Background: an optimization exercise with open tools, aiming at small area, a short achievable clock period and few clock cycles. Do not read the settings as production practice. Function was checked by simulation only, so behaviour that the tests miss may differ from the original. No activity file was given, so power comes from the tool's default toggle rates.

Design cpu4, start of the top module:
module cpu4 (
    input  wire       clk,
    input  wire       rst,         
    output wire [7:0] rom_addr,
    input  wire [7:0] rom_data,
    input  wire       img_we,
    input  wire [3:0] img_addr,
    input  wire [3:0] img_data,
    input  wire       in_valid,
    input  wire [3:0] in_data,
    input  wire [3:0] sw_toggle,
    output wire       out_valid,
    output wire [3:0] out_data,
    output wire [3:0] led,
    output wire [3:0] sw,
    output wire       waiting,
    output wire       halted
);
    reg  [7:0] pc;
    reg  [7:0] ir;            
    reg        iv;            
    reg  [3:0] opv;           
    reg        c_sta;         
    reg        c_stai;        
    reg        c_push;        
    reg        c_zmod;        
    reg        c_cmod;        
    reg        c_kill;        
    reg        c_stk;         
    reg        c_ldai;        
    reg        clr_p;         
    reg        jp;            
    reg  [3:0] acc;
    reg        zs;            
    reg        zsave;         
    reg        cf;
    reg  [3:0] spm;           
    reg        s_empty;       
    reg        s_full;        
    reg  [63:0] ram;          
    reg  [127:0] stack;       
    reg  [3:0] led_r;
    reg  [3:0] sw_r;
    reg        wt;            
    reg        ht;            
    reg        ov;            
    wire [3:0] op = ir[7:4];
    wire [3:0] n  = ir[3:0];
    wire       e_ext  = (op == 4'hF);
    wire       e_rst  = iv & e_ext & (n == 4'h1);
    wire       e_pop  = iv & e_ext & (n == 4'h5) & ~s_empty;
    wire       e_ret  = iv & e_ext & (n == 4'h6) & ~s_empty;    
    wire       e_push = iv & c_push & ~s_full;
    wire       ldai1  = iv & c_ldai;
    wire       kill   = iv & (c_kill | c_ldai);
    wire [7:0] stk_top = stack[8*spm +: 8];
    wire [4:0] sum     = {1'b0, acc} + {1'b0, opv};
    wire [4:0] diff    = {1'b0, acc} - {1'b0, opv};
    wire [7:0] pc_inc  = pc + 8'd1;
    wire [7:0] pc_inc2 = pc + 8'd2;
    wire       zf      = zs ? (acc == 4'd0) : zsave;
    reg  [3:0] acc_e;
    reg        zs_e, zsave_e, cf_e;
    always @(*) begin
        acc_e   = acc;
        zs_e    = zs;
        zsave_e = zsave;
        cf_e    = cf;
        case (op)
  ...
For scale: about 890 cells after synthesis, roughly 51 I/O pins, roughly 0.011 mm^2 of cells after synthesis.
clock: 5.0 ns
lec_check: 0
cap_margin: 20
core_margin: 2
core_utilization: 40
cts_buf_list: sky130_fd_sc_hd__clkbuf_16
cts_cluster_diameter: 80
cts_cluster_size: 22
setup_slack_margin: 2.8
slew_margin: 20
standard.sh (not shown) runs the stock make flow with config.mk's settings and CLKGATE_MAP_FILE= SYNTH_SCRIPT=/design/flow/synth_recipe.tcl, a recipe that flattens the netlist after the stock synthesis.
==> flow/flow/run.sh <==
#!/bin/bash
# The standard layout (standard.sh: the standard flow's synthesis and ORFS flow, unchanged),
# with the ports buffered by sky130_fd_sc_hd__buf_2 instead of the cell
# buffer_ports picks by default. Every port still gets its own buffer.
set -euo pipefail
export BUFFER_PORTS_ARGS="-buffer_cell sky130_fd_sc_hd__buf_2"
bash standard.sh finish > standard.log 2>&1
The first run produced a clean layout.
Testbench counts at the start, summed over its fixed seeds: cycles 119,591.
Rerun with:
==> flow/flow/run.sh (replaced) <==
#!/bin/bash
# The standard layout (standard.sh: the standard flow's synthesis and ORFS flow, unchanged),
# with the ports buffered by sky130_fd_sc_hd__buf_1 instead of the cell
# buffer_ports picks by default. Every port still gets its own buffer.
set -euo pipefail
export BUFFER_PORTS_ARGS="-buffer_cell sky130_fd_sc_hd__buf_1"
bash standard.sh finish > standard.log 2>&1
- CTS_CLUSTER_DIAMETER: 80 -> 90
- CTS_CLUSTER_SIZE: 22 -> 26
- SETUP_SLACK_MARGIN: 2.8 -> 2.75
What happened:
- utilization drops by 1.2 points
- first-iteration DRC count grows by 19%
- design area came out lower by 2.5%
- power went down by about 2.8%
- global-route usage goes down by 0.28 points
- worst hold slack gains 0.0039 ns
Rerun with:
==> flow/flow/run.sh (replaced) <==
#!/bin/bash
# The standard layout (standard.sh: the standard flow's synthesis and ORFS flow, unchanged),
# with the ports buffered by sky130_fd_sc_hd__buf_2 instead of the cell
# buffer_ports picks by default. Every port still gets its own buffer.
set -euo pipefail
export BUFFER_PORTS_ARGS="-buffer_cell sky130_fd_sc_hd__buf_2"
bash standard.sh finish > standard.log 2>&1
- CORE_UTILIZATION: 40 -> 50
- TNS_END_PERCENT: not set -> 30
Count of clock-buffer cells in the layout does not change; worst setup slack gets worse by 0.069 ns; utilization rose by 11 points.
Rerun with:
- CORE_UTILIZATION: 50 -> 60
- TNS_END_PERCENT: 30 -> not set
Global-route usage went up by 5.3 points; clock skew went down by 0.0057 ns; clock power went down by about 10%; fmax went up by 4.9%; design area went up by 1.6%; sequential cell count is unchanged; die area went down by about 16%; critical path depth went up by 6; via count went up by 4.3%.
Rerun with:
- CORE_UTILIZATION: 60 -> 40
The changed run passed the timing, DRC and antenna checks.
Design area came out lower slightly.
Flip-flop and latch count is unchanged.
Setup slack is worse by 0.027 ns.
Wire length stays flat.
Total power grows by a few percent.
Core utilization drops by 25 points.
Rerun with:
- CORE_UTILIZATION: 40 -> 55
After rerunning:
- wire length grows slightly
- count of clock-buffer cells in the layout is lower by 1
- global-route usage grows by 7.2 points
- area after synthesis is unchanged
- die area decreases by a quarter to a third
- sequential share of layout area came out lower by 0.47 points
- clock skew is about the same
- clock power is lower by a few percent
- design area came out higher slightly
- utilization is higher by 18 points
- total power came out lower slightly

==> what the ideal ports hide <==
The results above use ideal ports. As a check the final layouts listed here were re-extracted and re-timed, cells and wires unchanged. Step 1: set_driving_cell puts a clkbuf_16 on clk and a buf_2 on each other input, an assumption about the parent block. Step 2 also shifts input and output timing later by t, the mid clock arrival at the registers, as if the neighbouring blocks saw the same clock. Slacks: no drivers / after step 1 / after step 2; pairs: no drivers / after step 1.
run	t, ns	setup WS [ns]	worst setup path after step 2	slew at the worst register clock pin (ns)	cell pins on the clock port's net
the first run	0.536	2.724 / 2.717 / 2.239	input to register	0.09 / 0.09	1
the second run	0.532	2.722 / 2.722 / 2.300	input to register	0.10 / 0.10	1
the third run	0.522	2.653 / 2.607 / 2.183	input to register	0.10 / 0.10	1
the fourth run	0.524	2.763 / 2.752 / 2.255	input to register	0.11 / 0.11	1
the fifth run	0.534	2.736 / 2.736 / 2.273	input to register	0.10 / 0.10	1
the sixth run	0.540	2.712 / 2.712 / 2.281	input to register	0.11 / 0.11	1
After both steps setup and hold are still met in every run listed. For the fourth run, which loses most, drivers alone change the setup slack by -0.011 ns; drivers and shift together by -0.508 ns.
